This is an optimization exercise on Yosys and OpenROAD, whose aim is small area, a short achievable clock period and few clock cycles per item, not a production implementation. Function not checked in this run: the RTL went through the layout flow alone. No activity file was given, so power comes from the tool's default toggle rates.

`design.v`:
```
module smolbit_capture (
    input  wire        clk,
    input  wire        rst,
    input  wire        start,
    output wire        ready,
    input  wire [17:0] start_pc,
    input  wire [17:0] frame_end,
    output reg         done,
    output reg         fault,
    output wire [17:0] body_end,
    output wire [17:0] next_pc,
    output wire        mem_req,
    output wire [12:0] mem_addr,
    input  wire        mem_rvalid,
    input  wire [31:0] mem_rdata
);
    localparam [2:0] M_INSN = 3'd0, M_DPMH = 3'd1, M_DPML = 3'd2, M_SKIP = 3'd3, M_INIT = 3'd4;
    reg        busy;
    reg [2:0]  mode;
    reg [17:0] pc;
    reg [18:0] rem;          
    reg [14:0] dm1;          
    reg [14:0] dpmn;         
    reg [31:0] we, wo;       
    reg        ve, vo;
    reg        out;          
    reg        orel;         
    reg        ostale;       
    assign ready    = ~busy;
    assign next_pc  = pc;
    assign body_end = pc - 18'd3;
    wire [12:0] pw  = pc[17:5];
    wire [4:0]  po  = pc[4:0];
    wire [12:0] pw1 = pw + 13'd1;
    wire [31:0] wcur = pw[0] ? wo : we;
    wire [31:0] wnxt = pw[0] ? we : wo;
    wire        vcur = pw[0] ? vo : ve;
    wire        vnxt = pw[0] ? ve : vo;
    wire [38:0] win = {wcur, wnxt[31:25]} << po;
    wire [7:0]  b   = win[38:31];
    reg [5:0]  len;
    reg        opener, closer;
    reg [2:0]  nmode;
    always @(*) begin
        len = 6'd3; opener = 1'b0; closer = 1'b0; nmode = M_INSN;
        case (mode)
        M_DPMH: begin len = 6'd8; nmode = M_DPML; end
        M_DPML: begin len = 6'd8; nmode = M_SKIP; end
        default:
            case (b[7:5])
            3'd0: ;
            3'd1: len = 6'd10;
            3'd2: len = 6'd6;
            3'd3: len = (b[4:2] == 3'd5) ? 6'd20 + {1'b0, b[1:0], 3'b000} : 6'd14;
            3'd4: len = (b[4:3] == 2'd3) ? 6'd13 : 6'd9;
            3'd5:
                case (b[4:2])
                3'd0, 3'd6: begin len = 6'd16; opener = 1'b1; end
                3'd1, 3'd2: begin len = 6'd10; opener = 1'b1; end
                3'd3, 3'd4: len = 6'd10;
                3'd5: begin len = b[1] ? 6'd15 : 6'd19; opener = 1'b1; end
                default: begin len = 6'd6; nmode = M_DPMH; end
                endcase
            3'd6: closer = 1'b1;
            default: len = b[4] ? 6'd9 : 6'd5;
            endcase
        endcase
    end
    wire        init  = mode == M_INIT;
    wire        skip  = mode == M_SKIP;
    wire        rneg  = rem[18];
    wire        rge3  = !rneg && (rem[17:2] != 16'd0 || rem[1:0] == 2'd3);
    wire        dv    = busy && !init && !skip && !rneg && vcur && (vnxt || po <= 5'd24);
    wire        fin   = closer && dm1 == 15'd0 && rge3;
    wire [6:0]  osum  = {2'b00, po} + {1'b0, len};
    wire        adv0  = osum[6:5] == 2'd0;
    wire        adv1  = osum[6:5] == 2'd1;
    wire [12:0] pw2   = {pw[12:1] + 12'd1, pw[0]};
    wire [12:0] pwn   = osum[6] ? pw2 : osum[5] ? pw1 : pw;
    wire [6:0]  rlo   = {1'b0, rem[5:0]} - {1'b0, len};
    wire [12:0] rhi   = rem[18:6];
    wire [12:0] rhi1  = rhi - 13'd1;
    wire [18:0] rstep = {rlo[6] ? rhi1 : rhi, rlo[5:0]};
    wire [18:0] rwide = rem - (init ? {1'b0, pc} : {1'b0, dpmn, 3'b000});
    wire [17:0] pskip = pc + {dpmn, 3'b000};
    wire [8:0]  osk   = {4'd0, po} + {1'b0, dpmn[4:0], 3'b000};
    wire        sk0   = dpmn[14:5] == 10'd0 && osk[8:5] == 4'd0;
    wire        sk1   = dpmn[14:5] == 10'd0 && osk[8:5] == 4'd1;
    wire        mv    = dv || skip;
    wire        m0    = skip ? sk0 : adv0;
    wire        m1    = skip ? sk1 : adv1;
    wire        arr   = mem_rvalid && out && !ostale;
    wire        aslot = pw[0] ^ orel;         
    wire        pend0 = out && !ostale && !orel && !mem_rvalid;
    wire        pend1 = out && !ostale &&  orel && !mem_rvalid;
    wire        want0 = !vcur && !(arr && !orel) && !pend0;
    wire        want1 = !vnxt && !(arr &&  orel) && !pend1;
    wire        rslot = !want0;
    assign mem_req  = busy && (want0 || want1) && (!out || mem_rvalid);
    assign mem_addr = rslot ? pw1 : pw;
    always @(posedge clk) begin
        done <= 1'b0;
        if (arr && !aslot) we <= mem_rdata;
        if (arr &&  aslot) wo <= mem_rdata;
        if (rst) begin
            busy <= 1'b0;
            out  <= 1'b0;
            ve   <= 1'b0;
            vo   <= 1'b0;
        end else if (!busy) begin
            if (mem_rvalid) out <= 1'b0;
            if (start) begin
                busy   <= 1'b1;
                mode   <= M_INIT;
                pc     <= start_pc;
                rem    <= {1'b0, frame_end};
                dm1    <= 15'd0;
                ve     <= 1'b0;
                vo     <= 1'b0;
                ostale <= 1'b1;
            end
        end else begin
            if (mv && !m0) begin
                if (!m1 || !pw[0]) ve <= 1'b0; else if (arr && !aslot) ve <= 1'b1;
                if (!m1 ||  pw[0]) vo <= 1'b0; else if (arr &&  aslot) vo <= 1'b1;
            end else begin
                if (arr && !aslot) ve <= 1'b1;
                if (arr &&  aslot) vo <= 1'b1;
            end
            if (mem_req) begin
                out    <= 1'b1;
                orel   <= rslot && (!mv || m0);
                ostale <= mv && !m0 && !(m1 && rslot);
            end else if (mem_rvalid) begin
                out    <= 1'b0;
            end else if (mv && !m0) begin
                orel   <= 1'b0;
                ostale <= ostale || !(m1 && orel);
            end
            if (rneg) begin
                busy  <= 1'b0;
                done  <= 1'b1;
                fault <= 1'b1;
            end
            if (init || (skip && !rneg)) begin
                rem  <= rwide;
                mode <= M_INSN;
            end
            if (skip) pc <= pskip;
            if (dv) begin
                pc   <= {pwn, osum[4:0]};
                rem  <= rstep;
                mode <= nmode;
                if (mode == M_DPMH) begin
                    dpmn[14:8] <= b[6:0];
                    if (b[7]) rem[18] <= 1'b1;
                end
                if (mode == M_DPML) dpmn[7:0] <= b;
                if (opener) dm1 <= dm1 + 15'd1;
                if (closer) dm1 <= dm1 - 15'd1;
                if (fin) begin
                    busy  <= 1'b0;
                    done  <= 1'b1;
                    fault <= 1'b0;
                end
            end
        end
    end
endmodule
```
`run.sh`:
```
#!/bin/bash
# synth_recipe.tcl (not shown) runs the flow's synth.tcl, then flattens the netlist and writes it again
# the make line also repeats each setting of config.mk as NAME=value (left out here)
make -C /OpenROAD-flow-scripts/flow DESIGN_CONFIG=/design/flow/config.mk WORK_HOME=/design/flow/orfs CLKGATE_MAP_FILE= SYNTH_SCRIPT=/design/flow/synth_recipe.tcl finish
```
`config.mk`:
```
export PLATFORM = sky130hd
export DESIGN_NAME = smolbit_capture
export DESIGN_NICKNAME = smolbit_capture
export VERILOG_FILES = /design/flow/design.v
export SDC_FILE = /design/flow/constraint.sdc
export NUM_CORES = 4
export LEC_CHECK = 0
export CAP_MARGIN = 20
export CORE_MARGIN = 2
export CORE_UTILIZATION = 40
export SLEW_MARGIN = 20
```
`constraint.sdc`:
```
create_clock -name core_clock -period 7.0 [get_ports {clk}]
set_input_delay 1.4000 -clock core_clock [delete_from_list [all_inputs] [get_ports {clk}]]
set_output_delay 1.4000 -clock core_clock [all_outputs]
set_load 0.01 [all_outputs]
```
==> results.json <==
{
  "io_buffers": 124,
  "setup-violations-final": 0,
  "synth_edf_count": 137,
  "grt_first_pass_wirelength_um": 54200,
  "worstMarginPinSlew_ns": 0.967,
  "syn_area_um2": 11600,
  "syn_area_per_cell_um2": 10.1,
  "drt_iter0_drc": 802,
  "ff_latch_area_um2": 4220,
  "clk_latency_ns": 0.43,
  "critPathKind": "reg -> reg",
  "antenna_left": 0,
  "async_flop_share": 0,
  "grtUsageTotal": 0.228,
  "critPathSlowestCell": "edfxtp_1",
  "core_area_um2": 28700,
  "num_rows": 62,
  "die-width_um": 175,
  "crit_path_cell_trace": "buf_4 -> mux4_2 -> o22ai_1 -> a211oi_4 -> nor4bb_1 -> nor2_1 -> o311ai_0 -> inv_1 -> fa_1 -> a21oi_1 -> o21bai_1 -> a21oi_1 -> nand2_1 -> mux2_1 -> a21oi_1 -> a21oi_1 -> a2bb2oi_1",
  "final-hold-violation-count": 0,
  "critPathArrivalTime_ns": 6.40,
  "route.detailed.drc": 0,
  "gr-total-overflow": 0,
  "finalWeightedCongestion": 0.977,
  "cp.required_ns": 7.15,
  "power_leakage_nw": 5.01,
  "synth.net_count": 1293,
  "r2r_start": "pc[2]$_DFFE_PP_",
  "fin_crit_sh": 0.893,
  "synth_top_cell_by_area": "edfxtp_1",
  "syn_to_final_growth_pct": 18.6,
  "cts_tree": "done",
  "hold_path.class": "reg -> reg",
  "hold_path.startpoint": "out$_SDFF_PP0_",
  "clk_path_buf_depth": 2,
  "ys_seq_elements": 142,
  "fp.dieH_um": 175,
  "fin_crit_ns": 6.25,
  "nFillCells": 2694,
  "crit_path_max_incr_delay_ns": 0.86,
  "routedWlPerCell_um": 20.7,
  "maxSlewViolCount": 0,
  "ff2ff_path_depth": 17,
  "hold_path_depth": 2,
  "synth.most_common_cell": "edfxtp_1",
  "synth_common_cells": "edfxtp_1 (137), nor2_1 (107), nand2_1 (92)",
  "post_cts_resized": 0,
  "antennaDiodeCount": 0,
  "outcome": "timing/DRC/antenna clean",
  "path_delay_family": "compound AO/OA/AOI/OAI gates",
  "end_kind": "flip-flop",
  "worst_slack_ns": 0.751,
  "boundaryPins": 125,
  "dp_slack_ns": 0.801,
  "antenna_found_initial": 0,
  "start_kind": "flip-flop",
  "drt_pre_antenna_iters": 7,
  "clock-sinks": 142,
  "dr_total_vias": 9671,
  "grt_max_degree": 48,
  "viasPerCell": 5.85,
  "timing.setup.tns_ns": 0,
  "syn_inst": 1153,
  "cts.reportedPaths.clkPinSlew_ns": 0.07,
  "multiInputGateArea_um2": 6930,
  "cp_common_cell": "a21oi_1",
  "regToRegEndpoint": "ostale$_SDFFCE_PN1P_",
  "vdd_ir_drop_max_uv": 185,
  "die_area_um2": 30500,
  "hpwl_um": 25600,
  "cts_setup_buffers": 0,
  "htree_levels": 4,
  "yosysSeqAreaShare": 0.362,
  "cts_made_buffers": 17,
  "initial_core_util": 0.405,
  "critical_path_buf_inv_count": 2,
  "clock_skew_ns": 0.0129,
  "power.density_nw_per_um2": 190,
  "placed_area_um2": 13200,
  "rrSetupSlack_ns": 0.75,
  "hold_slack_ns": 0.497,
  "fin_nets": 1395,
  "ys_top_cells_by_area": "edfxtp_1 (35%), mux4_2 (9.5%), ha_1 (6.8%), mux2i_1 (3.5%), xnor2_1 (3.5%)",
  "synth_top_area_share": 0.354,
  "fin_area_um2": 13800,
  "fmax_ghz": 0.160,
  "relSlewSlack": 0.355,
  "synth_cell_type_count": 80,
  "grt_pass1_vias": 9505,
  "crit_fanout": 32,
  "holdPathEnd": "out$_SDFF_PP0_",
  "wl_um": 34200,
  "ctsHoldBuffers": 0,
  "synth-main-ff-cell": "edfxtp_1",
  "maxCapViolations": 0,
  "root_buffer": "clkbuf_16",
  "drive_gt1_frac": 0.0994,
  "yosysWarnings": 1,
  "rsz0062_at_grt": "false"
}
-- layer usage --
metal | GRT usage | vias up | wire, um
met5 | 0 | - | 0
met4 | 0.0642 | 0 | 650
met3 | 0.0357 | 48 | 1940
met2 | 0.372 | 359 | 16000
met1 | 0.315 | 4661 | 15600
li1 | - | 4603 | -
-- how the worst max path moves through the flow --
stage	slack (ns)	startpoint	endpoint	depth (start not counted)
final	0.75	pc[2]$_DFFE_PP_	ostale$_SDFFCE_PN1P_	17
after global routing	0.23	pc[2]$_DFFE_PP_	ostale$_SDFFCE_PN1P_	17
after CTS	0.77	pc[2]$_DFFE_PP_	ostale$_SDFFCE_PN1P_	17
after detailed placement	0.80	pc[2]$_DFFE_PP_	ostale$_SDFFCE_PN1P_	17
after global placement	0.95	pc[2]$_DFFE_PP_	ostale$_SDFFCE_PN1P_	17
after floorplan	1.57	pc[5]$_DFFE_PP_	rem[10]$_DFFE_PP_	21
-- tightest hold or removal path, stage by stage, from the launching register on --
cell and delay [ns]:
dfxtp_1 0.33, a21oi_1 0.07, nor2_1 0.07
-- registers in the layout, indices dropped and copies added, names as in the netlist --
register	flops
dm1	15
mode	3
dpmn	15
we	32
ve	1
pc	18
ostale	1
vo	1
rem	19
out	1
orel	1
fault	1
busy	1
wo	32
done	1
-- cell usage in the layout, fill, tap and decap left out, types with 6 or more instances in the layout --
cell type | Yosys | routed
mux2i_1 | 41 | 41
edfxtp_1 | 137 | 137
buf_4 | 5 | 22
and2_1 | 7 | 7
a22oi_1 | 11 | 11
nand2b_1 | 10 | 10
a21o_1 | 17 | 17
ha_1 | 63 | 63
a31oi_1 | 15 | 15
nor2b_1 | 22 | 22
nor2_1 | 107 | 106
clkdlybuf4s50_1 | 0 | 124
nand4_1 | 18 | 18
clkbuf_16 | 0 | 17
mux2_1 | 6 | 6
o21ai_0 | 38 | 38
o22ai_1 | 12 | 12
nand2_1 | 92 | 92
nand3_1 | 27 | 27
nor3_1 | 38 | 38
mux4_2 | 49 | 49
or2_2 | 8 | 8
nor4_1 | 14 | 14
o221ai_1 | 9 | 9
xor2_1 | 40 | 40
a21oi_1 | 77 | 77
and3_1 | 9 | 9
a21boi_0 | 6 | 6
inv_1 | 43 | 43
o21a_1 | 7 | 7
or3_1 | 6 | 6
xnor2_1 | 46 | 46
-- logic make-up after synthesis --
kind of cell / after synthesis / synth area share
flip-flops: 142 / 0.362
buffers and inverters: 111 / 0.0423
AO/OA/AOI/OAI: 253 / 0.145
multiplexers: 100 / 0.140
adder cells (fa/ha/maj): 68 / 0.0764
XOR/XNOR: 86 / 0.0648
AND/OR/NAND/NOR: 393 / 0.170
-- where the power goes --
part	leakage [nW]	internal, W	switching [W]
logic	3.45	0.000326	0.000385
clock network	0.263	0.000496	0.000391
registers	1.30	0.000976	0.0000517
-- layout make-up --
| cell class | instances | share of cell area |
|---|---|---|
| Timing Repair Buffer | 147 | 0.103 |
| Sequential cell | 142 | 0.306 |
| Inverter | 47 | 0.0130 |
| Clock inverter | 13 | 0.00934 |
| Clock buffer | 19 | 0.0314 |
| Multi-Input combinational cell | 900 | 0.502 |
| Tap cell | 384 | 0.0348 |
-- stage by stage --
step	instances	utilization	power [W]
finish	1652	0.481	0.00263
global route	1652	0.481	0.00275
CTS	1652	0.481	0.00264
detailed placement	1620	0.461	0.00175
global placement	1620	0.461	0.00175
floorplan	1153	-	0.00152

==> separate check: timing with driven ports <==
In the flow no input, the clock included, has a driving cell. The finished layout below was timed again as built, in two steps.
Step 1 sets driving cells, clkbuf_16 on the clock port and buf_2 on the other inputs (assumed; they add their load-dependent delay and slew).
Step 2 adds t to the input delays and takes it off the output delays; t is the mean of the earliest and latest rising clock arrival at the registers after step 1. Input paths then give back, and output paths get back, about the clock's delay inside the block.
Slacks: ideal ports / drivers / drivers and shift; pairs: ideal ports / drivers.
shift t [ns]: 0.472
slack for setup (ns): 0.751 / 0.751 / 0.751
hold WS [ns]: 0.497 / 0.497 / 0.497
worst setup path after step 2: register to register
latest minus earliest clock arrival (ns): 0.013 / 0.013
After both steps setup and hold are still met in this run. The setup slack of this run moves by 0.000 ns with the drivers and by 0.000 ns with both steps.
